Context: an optimization exercise on an open-source flow, tuned for small area, a short achievable clock period and few clock cycles. The choices shown serve that exercise and are no tape-out recipe. Function was checked by simulation only, so behaviour that the tests miss may differ from the original. Power and IR drop assume default switching activity.

$ cat design/flow/config.mk
export PLATFORM = sky130hd
export DESIGN_NAME = dshot_core
export DESIGN_NICKNAME = dshot_core
export VERILOG_FILES = /design/flow/design.v
export SDC_FILE = /design/flow/constraint.sdc
export NUM_CORES = 4
export LEC_CHECK = 0
export CAP_MARGIN = 20
export CORE_MARGIN = 2
export CORE_UTILIZATION = 40
export PLACE_DENSITY = 0.6
export SLEW_MARGIN = 20
$ cat design/flow/constraint.sdc
create_clock -name core_clock -period 14.0 [get_ports {clk}]
set_input_delay 2.8000 -clock core_clock [delete_from_list [all_inputs] [get_ports {clk}]]
set_output_delay 2.8000 -clock core_clock [all_outputs]
set_load 0.01 [all_outputs]
$ cat design/flow/design.v
module dshot_core (
  input  wire         clk,
  input  wire         rst,
  input  wire         cmd_valid,
  output wire         cmd_ready,
  input  wire [39:0]  cmd,
  output reg          rdata_valid,
  output reg  [31:0]  rdata,
  output reg          ev_valid,
  output reg  [146:0] ev
);
  localparam [3:0] OP_CFGW   = 4'h1;
  localparam [3:0] OP_CFGR   = 4'h2;
  localparam [3:0] OP_START  = 4'h3;
  localparam [3:0] OP_SAMPLE = 4'h4;
  localparam [3:0] OP_END    = 4'h5;
  localparam [1:0] RUN_IDLE      = 2'b00;
  localparam [1:0] RUN_RUNNING   = 2'b01;
  localparam [1:0] RUN_FAULTED   = 2'b10;
  localparam [1:0] RUN_EXHAUSTED = 2'b11;
  localparam [1:0] BX_IDLE    = 2'b00;
  localparam [1:0] BX_STARTED = 2'b01;
  localparam [1:0] BX_BOUNDED = 2'b10;
  localparam [19:0] DIV5 = 20'd390625;    
  reg         ctrl_bidir;
  reg  [1:0]  ctrl_rate;
  reg  [31:0] samplerate;
  reg  [63:0] idxbase;
  reg  [1:0]  run;
  reg  [1:0]  fault;
  reg  [14:0] period;       
  reg  [16:0] timeout;      
  reg         rdy;
  reg         q_cfgr, q_start, q_sample, q_end;
  reg  [3:0]  q_addr;
  reg         q_s;
  reg         prev_valid;
  reg         prev;
  reg  [16:0] idle;
  reg  [63:0] idx;
  reg  [1:0]  bx;
  reg  [63:0] pc_start;
  reg         ps_load;      
  reg  [16:0] duty;         
  reg         dlong;        
  reg  [15:0] shift;
  reg  [4:0]  bcnt;
  reg  [63:0] first_start;
  reg  [63:0] nib_start;
  reg  [63:0] last_next;
  reg         e_bit;        
  reg         e_fin;        
  reg         e_l16;        
  reg         e_2;          
  reg         e_3;          
  reg         e_4;          
  reg         dv;
  reg  [5:0]  dv_cnt;
  reg  [41:0] w;
  wire [3:0]  op   = cmd[39:36];
  wire [3:0]  addr = cmd[35:32];
  wire [31:0] data = cmd[31:0];
  assign cmd_ready = rdy;
  wire accept  = cmd_valid && rdy;
  wire running = (run == RUN_RUNNING);
  wire run_after = running && !q_end;
  wire cfgw_ok = accept && (op == OP_CFGW) && !run_after;
  wire        smp     = q_sample && running;
  wire        ref_smp = smp && !prev_valid;
  wire        act_smp = smp && prev_valid;
  wire [63:0] smp_idx = idx + 64'd1;
  wire [16:0] idle_n  = idle + 17'd1;
  wire        edge_d  = prev ^ q_s;
  wire        tmo     = !edge_d && (idle_n == timeout);
  wire        e_start = edge_d && (q_s ^ ctrl_bidir);
  wire        e_end   = edge_d && !(q_s ^ ctrl_bidir);
  wire        bounded  = (bx == BX_BOUNDED);
  wire        do_next  = act_smp && bounded && e_start;
  wire        do_final = act_smp && bounded && tmo;
  wire        do_bit   = do_next || do_final;
  wire        val_next  = dlong || (duty > idle);
  wire        val_final = dlong || ({duty, 1'b1} >= {3'd0, period});
  wire        bit_val   = do_final ? val_final : val_next;
  wire [4:0]  bcnt_n  = (bcnt == 5'd31) ? 5'd31 : bcnt + 5'd1;
  wire [15:0] shift_n = {shift[14:0], bit_val};
  function [3:0] fold_exp(input [15:0] f, input bidir);
    fold_exp = (f[15:12] ^ f[11:8] ^ f[7:4]) ^ {4{bidir}};
  endfunction
  wire        bad_n   = (fold_exp(shift_n, ctrl_bidir) != shift_n[3:0]);
  wire        bad_now = (fold_exp(shift, ctrl_bidir) != shift[3:0]);
  reg [9:0] rate_m;
  always @(*) begin
    case (ctrl_rate)
      2'b00:   rate_m = 10'd667;
      2'b01:   rate_m = 10'd333;
      2'b10:   rate_m = 10'd167;
      default: rate_m = 10'd83;
    endcase
  end
  wire        dv_mul   = !dv_cnt[5];                     
  wire [10:0] mul_sum  = {1'b0, w[41:32]} + (w[0] ? {1'b0, rate_m} : 11'd0);
  wire [19:0] div_tr   = {w[41:23], w[22]};
  wire        div_ge   = (div_tr >= DIV5);
  wire [19:0] div_df   = div_tr - DIV5;
  wire [18:0] div_r    = div_ge ? div_df[18:0] : div_tr[18:0];
  wire        dv_last  = (dv_cnt == 6'd47);
  wire [14:0] n_res    = w[22:8];
  wire [31:0] status_word = {17'd0, bcnt, bx, 2'b00, fault, 2'b00, run};
  always @(*) begin
    rdata_valid = q_cfgr;
    case (q_addr)
      4'h0:    rdata = {29'd0, ctrl_rate, ctrl_bidir};
      4'h1:    rdata = samplerate;
      4'h2:    rdata = status_word;
      4'h3:    rdata = {17'd0, period};
      4'h4:    rdata = {15'd0, timeout};
      4'h5:    rdata = idxbase[31:0];
      4'h6:    rdata = idxbase[63:32];
      default: rdata = 32'd0;
    endcase
  end
  wire        is_cmd = (shift[15:5] < 11'd48);
  always @(*) begin
    ev_valid = e_bit || e_2 || e_3 || e_4;
    ev[146:83] = e_bit ? pc_start : (e_2 ? first_start : nib_start);
    ev[82:19]  = (e_bit && !e_fin) ? idx : ((e_2 && e_l16) ? nib_start : last_next);
    if (e_bit)
      ev[18:0] = {3'd0, 15'd0, shift[0]};
    else if (e_2 && e_l16)
      ev[18:0] = {(is_cmd ? 3'd1 : 3'd2), 5'd0, shift[15:5]};
    else if (e_2)
      ev[18:0] = {3'd4, 16'd1};
    else if (e_3)
      ev[18:0] = {3'd3, 8'd0, fold_exp(shift, ctrl_bidir), shift[3:0]};
    else
      ev[18:0] = {3'd4, 16'd2};
  end
  always @(posedge clk) begin
    if (rst) begin
      ctrl_bidir <= 1'b0;
      ctrl_rate  <= 2'b00;
      samplerate <= 32'd0;
      idxbase    <= 64'd0;
      run        <= RUN_IDLE;
      fault      <= 2'd0;
      period     <= 15'd0;
      timeout    <= 17'd0;
      rdy        <= 1'b1;
      q_cfgr     <= 1'b0;
      q_start    <= 1'b0;
      q_sample   <= 1'b0;
      q_end      <= 1'b0;
      prev_valid <= 1'b0;
      prev       <= 1'b0;
      idle       <= 17'd0;
      bx         <= BX_IDLE;
      ps_load    <= 1'b0;
      dlong      <= 1'b0;
      bcnt       <= 5'd0;
      e_bit      <= 1'b0;
      e_2        <= 1'b0;
      e_3        <= 1'b0;
      e_4        <= 1'b0;
      dv         <= 1'b0;
    end else begin
      q_cfgr   <= accept && (op == OP_CFGR);
      q_start  <= accept && (op == OP_START);
      q_sample <= accept && (op == OP_SAMPLE);
      q_end    <= accept && (op == OP_END);
      q_addr   <= addr;
      q_s      <= data[0];
      if (cfgw_ok) begin
        case (addr)
          4'h0: begin ctrl_bidir <= data[0]; ctrl_rate <= data[2:1]; end
          4'h1: samplerate <= data;
          4'h5: idxbase[31:0] <= data;
          4'h6: idxbase[63:32] <= data;
          default: ;
        endcase
      end
      rdy <= 1'b1;
      if (accept && (op == OP_START)) rdy <= 1'b0;
      if (q_end && running) run <= RUN_EXHAUSTED;
      if (q_start && !running) begin
        prev_valid <= 1'b0;
        prev       <= 1'b0;
        idle       <= 17'd0;
        bx         <= BX_IDLE;
        ps_load    <= 1'b0;
        dlong      <= 1'b0;
        bcnt       <= 5'd0;
        if (samplerate == 32'd0) begin
          period  <= 15'd0;
          timeout <= 17'd0;
          fault   <= 2'd1;
          run     <= RUN_FAULTED;
        end else begin
          w      <= {10'd0, samplerate};
          dv_cnt <= 6'd0;
          dv     <= 1'b1;
          rdy    <= 1'b0;
        end
      end
      if (dv) begin
        rdy    <= dv_last;
        dv_cnt <= dv_cnt + 6'd1;
        if (dv_last) begin
          dv <= 1'b0;
          if (n_res == 15'd0) begin
            period  <= 15'd0;
            timeout <= 17'd0;
            fault   <= 2'd2;
            run     <= RUN_FAULTED;
          end else begin
            period  <= n_res;
            timeout <= {2'd0, n_res} + {1'b0, n_res, 1'b0};
            fault   <= 2'd0;
            run     <= RUN_RUNNING;
          end
        end else if (dv_mul) begin
          w <= {mul_sum, w[31:1]};
        end else if (dv_cnt != 6'd47) begin
          w[41:23] <= div_r;
          w[22:8]  <= {w[21:8], div_ge};
        end
      end
      ps_load <= 1'b0;
      if (ps_load) pc_start <= idx;
      if (ref_smp) begin
        prev_valid <= 1'b1;
        prev       <= q_s;
        idx        <= idxbase;
        idle       <= 17'd0;
      end else if (act_smp) begin
        prev <= q_s;
        idx  <= smp_idx;
        idle <= (edge_d || tmo) ? 17'd0 : idle_n;
        case (bx)
          BX_IDLE: begin
            if (e_start) begin
              bx      <= BX_STARTED;
              ps_load <= 1'b1;
              dlong   <= 1'b0;
            end
          end
          BX_STARTED: begin
            if (e_end) begin
              bx   <= BX_BOUNDED;
              duty <= idle;
            end else if (tmo) begin
              dlong <= 1'b1;
            end
          end
          BX_BOUNDED: begin
            if (e_start) begin
              bx      <= BX_STARTED;
              ps_load <= 1'b1;
              dlong   <= 1'b0;
            end else if (tmo) begin
              bx <= BX_IDLE;
            end
          end
          default: ;
        endcase
      end
      if (do_bit) begin
        shift <= shift_n;
        bcnt  <= do_final ? 5'd0 : bcnt_n;
        if (bcnt == 5'd0)  first_start <= pc_start;
        if (bcnt == 5'd12) nib_start   <= pc_start;
        if (do_final) begin
          last_next <= pc_start + {49'd0, period};
          if ((bcnt_n == 5'd16) && bad_n) rdy <= 1'b0;
        end
      end
      e_bit <= do_bit;
      e_fin <= do_final;
      if (do_final) e_l16 <= (bcnt_n == 5'd16);
      e_2 <= e_bit && e_fin;
      e_3 <= e_2 && e_l16;
      e_4 <= e_3 && bad_now;
    end
  end
endmodule
$ cat design/flow/flow/run.sh
#!/bin/bash
# Standard ORFS layout, with timing repair aiming well below the clock period.
bash standard.sh SETUP_SLACK_MARGIN=10 TNS_END_PERCENT=100 finish > standard.log 2>&1
$ cat design/flow/standard.sh
#!/bin/bash
# synth_recipe.tcl (not shown) runs the flow's synth.tcl, then flattens the netlist and writes it again
# the make line also repeats each setting of config.mk as NAME=value (left out here)
make -C /OpenROAD-flow-scripts/flow DESIGN_CONFIG=/design/flow/config.mk WORK_HOME=/design/flow/orfs CLKGATE_MAP_FILE= SYNTH_SCRIPT=/design/flow/synth_recipe.tcl "${@:-finish}"
==> flow_summary.ini, run 1 <==
[floorplan]
rows = 100
core_area_um2 = 74600
die_h_um = 279
io-pin-count = 225
dieWidth_um = 279
initial_core_util_pct = 40.5
dieArea_um2 = 77700

[global_route]
grt_pass1_vias = 25000
grt_max_degree = 107
grt_overflow = 0
grt_pass1_wl_um = 163000
grtUsageTotal_pct = 27.7
antenna_found_initial = 5

[cts]
cts_sinks = 581
cts_buffers = 66
cts_tree = built
path_clk_slew_ps = 60
cts_max_path_buffers = 3
htreeDepth = 3
ctsRootBufferMaster = clkbuf_16
insertion_delay_ps = 630

[synth]
synthTopCellsByArea = edfxtp_1, dfxtp_1, nand2_1
yosys_warnings = 1
synthArstFlopShare_pct = 0
synth_cell_types = 84
synth_cells = 2990
synth-edff-count = 408
synth_top_area_share_pct = 40.6
ys_seq_elements = 581
avgSynthCellArea_um2 = 10.1
synth_area_leader_cell = edfxtp_1
yosysSeqAreaShare_pct = 52.0
synth_flop_cell = edfxtp_1
netlist_area_um2 = 30200

[placed_design]
dp_cells = 4029
dp_hpwl_um = 71300
dp_slack_ps = 7790
place_congestion = 0.942
io_buffers = 219

[timing]
fmax_mhz = 184
min_period_ps = 5450
worst_slew_pin_slew_ps = 1110
setup_ws_ps = 8550
fin_tns_setup_ps = 0
fin_crit_sh_pct = 38.9
drv_slew = 0
clock_skew_ps = 34.2
slew_headroom_pct = 25.7
final_hold_viol_count = 0
finalSetupViolations = 0
rsz0062_at_grt = true

[worst_hold_path]
hold_class = flip-flop to flip-flop

[power]
pwr-share-seq_pct = 50.1
power_switching_share_pct = 23.0
switching_power_w = 0.000846
clkPwrFrac_pct = 45.6
finalPower_w = 0.00368
pwr-share-comb_pct = 4.3
power_leakage_nw = 14.5
internal-power_w = 0.00283
peakVddDrop_uv = 64.6
p_per_area_nw_per_um2 = 91.0

[detailed_routing]
first_pass_iters = 9
wl_per_cell_um = 25.8
vias = 26600
wl_um = 115000
routed_via_density = 5.99
drc_errors = 0
drtIter0Drc = 3480
final_antenna_net_count = 0

[critical_path]
critPathKind = flip-flop to primary output
critPathMaxFanout = 5
required_ps = 11200
cp-end-kind = primary output
critPathArrivalTime_ps = 2650
start_kind = flip-flop

[cells_and_area]
stdcell_count = 4448
fin_nets = 3561
area_delta_synth_final_pct = 33.9
drive_above_1_share_pct = 27.9
fillCellCount = 6313

[status]
status = complete, no violations

[run]
maxCapViolCount = 0
## sequential cells by signal, summed over array words and instances (netlist names), 17 cells and up
name / flops
duty: 17
first_start: 64
idle: 17
idx: 64
idxbase: 64
last_next: 64
nib_start: 64
pc_start: 64
samplerate: 32
timeout: 17
w: 42
## area by class of cell
| type | count | area [um2] | share of cell area [%] |
|---|---|---|---|
| Sequential cell | 581 | 15700 | 38.9 |
| Multi-Input combinational cell | 2145 | 15400 | 38.0 |
| Timing Repair Buffer | 531 | 5680 | 14.0 |
| Clock buffer | 94 | 1810 | 4.48 |
| Tap cell | 969 | 1210 | 3.00 |
| Inverter | 100 | 392 | 0.968 |
| Clock inverter | 27 | 254 | 0.628 |
| Antenna cell | 1 | 2.50 | 0.00619 |
## per-stage QoR
step	utilization (%)	hold WS, ps	instance area (um2)
after detailed placement	45.0	461	33600
after floorplan	-	403	31000
final	54.2	480	40400
after global routing	54.2	496	40400
after global placement	45.0	444	33600
after CTS	51.6	474	38400
## per-layer routing
layer | up-vias | part of all wire (%) | track usage (%)
li1 | 11800 | - | -
met1 | 13100 | 41 | 37.9
met2 | 1409 | 46 | 44.1
met3 | 294 | 9.1 | 4.50
met4 | 8 | 4.3 | 10.5
met5 | - | 0.040 | 0
## cells in the mapped netlist, drive strengths merged, types with 9 or more instances
cell	number
xnor2	132
clkbuf	149
a221oi	10
nand4	65
and2	27
and3	42
o21ai	249
o22ai	13
nor2	125
buf	29
nor3	49
nor2b	20
nand2	498
a21oi	156
mux2i	160
dfxtp	173
a31oi	22
edfxtp	408
nand2b	23
nand3	98
a21o	19
o211ai	9
a222oi	19
ha	90
or3	12
inv	99
a22oi	73
nor4	23
xor2	66
or2	13
## worst paths after layout
check             slack, ps                  from  depth (start not counted)                 endpoint
hold / removal          480   fault[0]$_SDFF_PP0_                          2      fault[0]$_SDFF_PP0_
setup / recovery       8550   q_addr[2]$_DFFE_PN_                          8                 rdata[6]
hold reg to reg         480   fault[0]$_SDFF_PP0_                          2      fault[0]$_SDFF_PP0_
setup reg to reg      10160  idle[0]$_SDFFE_PP0P_                          9  nib_start[23]$_DFFE_PP_
## worst max-delay path, stage by stage, from the launching register on
cell and delay, ps:
edfxtp_1 510, nand2b_4 160, buf_4 130, buf_4 110
nor2_4 50, buf_12 140, a222oi_1 510, nand2_1 230
buf_2 190
## what timing repair did
item,in CTS,in global routing
resized for setup,1012,371
endpoints found under the setup margin,468,449
buffers inserted,172,77
gates cloned,39,9
pin swaps,113,193
hold buffers,0,0
## power groups by stage
stage | Sequential [W] | Combinational, W | Clock (W)
after floorplan | 0.00187 | 0.0000814 | 0
after global placement | 0.00188 | 0.000114 | 0
after detailed placement | 0.00188 | 0.000116 | 0
after CTS | 0.00184 | 0.000142 | 0.00169
after global routing | 0.00184 | 0.000169 | 0.00176
final | 0.00184 | 0.000159 | 0.00168
## kinds of logic after synthesis
family | count (synthesis) | synth area share (%)
adders and majority gates | 93 | 3.93
buffers and inverters | 278 | 3.56
other | 1 | 0.0124
muxes | 168 | 5.60
AOI/OAI and AO/OA | 645 | 13.1
and+or+nand+nor | 1025 | 16.0
xor gates and xnor gates | 199 | 5.82
DFF | 581 | 52.0
## cells in the final DEF (no fill, tap or decap), drive strengths merged, types with 16 or more instances in the layout
cell type,synthesis,final
mux2i,160,160
a21o,19,19
nor3,49,49
nor2b,20,22
dfxtp,173,173
xnor2,132,132
o21ai,249,249
and3,42,42
nor4,23,23
buf,29,482
inv,99,105
and2,27,29
edfxtp,408,408
xor2,66,66
clkbuf,149,103
nand4,65,65
nand2b,23,23
nand2,498,498
nor2,125,127
clkinv,1,21
a222oi,19,19
clkdlybuf4s50,0,33
ha,90,90
or2,13,16
a22oi,73,73
nand3,98,98
a21oi,156,156
a31oi,22,22
Testbench counts, summed over its fixed seeds: cycles 40,715.
==> run 2, diff against run 1 <==
==> design/flow/run.sh (new file) <==
#!/bin/bash
# synth_recipe.tcl (not shown) runs the flow's synth.tcl, then flattens the netlist and writes it again
# the make line also repeats each setting of config.mk as NAME=value (left out here)
make -C /OpenROAD-flow-scripts/flow DESIGN_CONFIG=/design/flow/config.mk WORK_HOME=/design/flow/orfs CLKGATE_MAP_FILE= SYNTH_SCRIPT=/design/flow/synth_recipe.tcl finish
removed: design/flow/flow/run.sh
removed: design/flow/standard.sh
==> flow_summary.ini, run 2 <==
[cells_and_area]
area_delta_synth_final_pct = 17.5
drive_above_1_share_pct = 5.93
final_common_cell = nand2_1
fin_nets = 3271
final_cell_mix = nand2_1, edfxtp_1, o21ai_0

[critical_path]
critPathKind = flip-flop to primary output
cpMaxStageDelayCell = nor2b_4
critPathArrivalTime_ps = 4050
crit_chain = nor2b_4, buf_4, nand2_1, o21ai_0, clkdlybuf4s50_1
reg2reg_from = idle[0]$_SDFFE_PP0P_
crit_path_start = e_bit$_SDFF_PP0_
ff2ff_setup_slack_ps = 8470
endpoint = ev[29]
slowest_delay_ps = 870
cp-end-kind = primary output
start_kind = flip-flop
critPathMaxFanout = 89
worst-r2r-cell-count = 11
worstReg2RegEnd = first_start[26]$_DFFE_PP_
required_ps = 11200

[power]
p_per_area_nw_per_um2 = 105
pwr-share-comb_pct = 3.1
pwr-share-seq_pct = 49.3
peakVddDrop_uv = 70.2
power_switching_share_pct = 21.8
internal-power_w = 0.00292
power_leakage_nw = 11.7
clkPwrFrac_pct = 47.5
switching_power_w = 0.000816

[detailed_routing]
drtIter0Drc = 2657
final_antenna_net_count = 0
wl_um = 99900
first_pass_iters = 9
wl_per_cell_um = 24.0
routed_via_density = 5.81
vias = 24200
drc_errors = 0

[timing]
fin_tns_setup_ps = 0
holdWs_ps = 463
fmax_mhz = 146
final_hold_viol_count = 0
min_period_ps = 6850
slew_headroom_pct = 24.1
clock_skew_ps = 41.7
rsz0062_at_grt = false
fin_crit_sh_pct = 48.9
worst_slew_pin_slew_ps = 1140
setup_ws_ps = 7150
drv_slew = 0
finalSetupViolations = 0

[cts]
post_cts_buffers = 0
cts_resized = 0
cts_hold_buffers = 0
cts_max_path_buffers = 3
path_clk_slew_ps = 60
ctsRootBufferMaster = clkbuf_16
cts_sinks = 581
htreeDepth = 3
cts_buffers = 67
cts_tree = built
insertion_delay_ps = 640

[floorplan]
dieWidth_um = 279
io-pin-count = 225
initial_core_util_pct = 40.5
core_area_um2 = 74600
die_h_um = 279
rows = 100
dieArea_um2 = 77700

[placed_design]
io_buffers = 219
dp_slack_ps = 7650
dp_hpwl_um = 72500
place_congestion = 0.950

[synth]
synth_top_family_by_area = simple AND/OR/NAND/NOR gates
synth_cell_types = 84
yosys_warnings = 1
synth-xor-area-share_pct = 5.82
muxShareOfSynthArea_pct = 5.60
synth-adder-area-share_pct = 3.93
ys_seq_elements = 581
synth_simple_gate_area_share_pct = 16.0
synth_flop_cell = edfxtp_1
netlist_area_um2 = 30200
synthArstFlopShare_pct = 0
synthTopCellsByArea = edfxtp_1, dfxtp_1, nand2_1
yosysSeqAreaShare_pct = 52.0
synth_commonest_cells = nand2_1, edfxtp_1, o21ai_0
synth_cells = 2990
synth_compound_area_share_pct = 13.1
avgSynthCellArea_um2 = 10.1
synth.most_common_cell = nand2_1
synth-edff-count = 408
synth_top_area_share_pct = 40.6
synth_area_leader_cell = edfxtp_1

[global_route]
antenna_found_initial = 7
grt_pass1_wl_um = 149000
grtUsageTotal_pct = 25.2
grt_max_degree = 101
grt_pass1_vias = 23200
grt_overflow = 0

[run]
maxCapViolCount = 0

[status]
status = complete, no violations

[worst_hold_path]
hold_class = flip-flop to flip-flop
[run 2: cell counts after synthesis]
No cell type changed its count.
[run 2: per-stage QoR]
stage | instances | total power [W] | util, % | area (um2)
2_1_floorplan | 2994 | 0.00195 | - | 30200
3_3_place_gp | 4034 | 0.00199 | 44.6 | 33300
3_5_place_dp | 4034 | 0.00199 | 44.6 | 33300
4_1_cts | 4156 | 0.00375 | 47.6 | 35500
5_1_grt | 4157 | 0.00383 | 47.6 | 35500
6_report | 4159 | 0.00373 | 47.6 | 35500
[run 2: cell families after synthesis]
family,Yosys count
mux,168
buf+inv,278
flops,581
other cells,1
simple gates,1025
fa+ha+maj,93
compound gates,645
xor+xnor,199
[run 2: cell type report]
cell class	instances	area, um2
clock buffer	92	1890
fill	6842	39100
multi-input combinational	2135	13600
sequential	581	15700
inverter	100	375
timing repair buffer	250	2420
tap	969	1210
antenna	2	5.00
clock inverter	30	310
[run 2: how the worst min path moves through the flow]
| stage | start | to | cells after the start |
|---|---|---|---|
| final | fault[0]$_SDFF_PP0_ | fault[0]$_SDFF_PP0_ | 2 |
| after global routing | idxbase[61]$_SDFFE_PP0P_ | idxbase[61]$_SDFFE_PP0P_ | 2 |
| after CTS | fault[0]$_SDFF_PP0_ | fault[0]$_SDFF_PP0_ | 2 |
| after detailed placement | fault[0]$_SDFF_PP0_ | fault[0]$_SDFF_PP0_ | 2 |
| after global placement | fault[0]$_SDFF_PP0_ | fault[0]$_SDFF_PP0_ | 2 |
| after floorplan | idle[2]$_SDFFE_PP0P_ | duty[2]$_DFFE_PP_ | 0 |
[run 2: power by group through the flow]
stage | Sequential, W | Combinational [W] | Clock, W
after global placement | 0.00188 | 0.000113 | 0
after floorplan | 0.00187 | 0.0000734 | 0
after CTS | 0.00184 | 0.000116 | 0.00179
after detailed placement | 0.00188 | 0.000115 | 0
after global routing | 0.00184 | 0.000127 | 0.00186
final | 0.00184 | 0.000117 | 0.00178
[run 2: metal layers]
metal	vias to the layer above	global-route usage, %	part of all wire (%)
met5	-	0	0.013
met4	2	8.15	2.9
met2	925	40.9	47
met1	11900	34.7	43
met3	147	3.40	7.2
li1	11100	-	-
[run 2: critical path: cells and delay by family, from the launching register on]
family          cells  cell delay, ps
simple gates        2             970
compound gates      1             210
buf+inv             2            1360
flops               1             830

## separate check: timing with driven ports
The flow's constraints put no driver on any port. The routed layouts listed below were extracted and timed again, unchanged, in two steps. Step 1: set_driving_cell puts a clkbuf_16 on clk and a buf_2 on each other input, an assumption about the parent block. Step 2 also shifts input and output timing later by t, the mid clock arrival at the registers, as if the neighbouring blocks saw the same clock. Three values: ideal ports, drivers, drivers and shift; two values: the first two.
run	shift t [ns]	setup WS [ns]	worst hold slack (ns)	latest minus earliest clock arrival (ns)	pins driven straight from the clock port
run 1	0.674	8.552 / 8.487 / 9.161	0.480 / 0.480 / 0.480	0.034 / 0.035	1
run 2	0.680	7.148 / 7.083 / 7.763	0.463 / 0.463 / 0.463	0.043 / 0.043	1
After both steps every run listed still meets setup and hold.
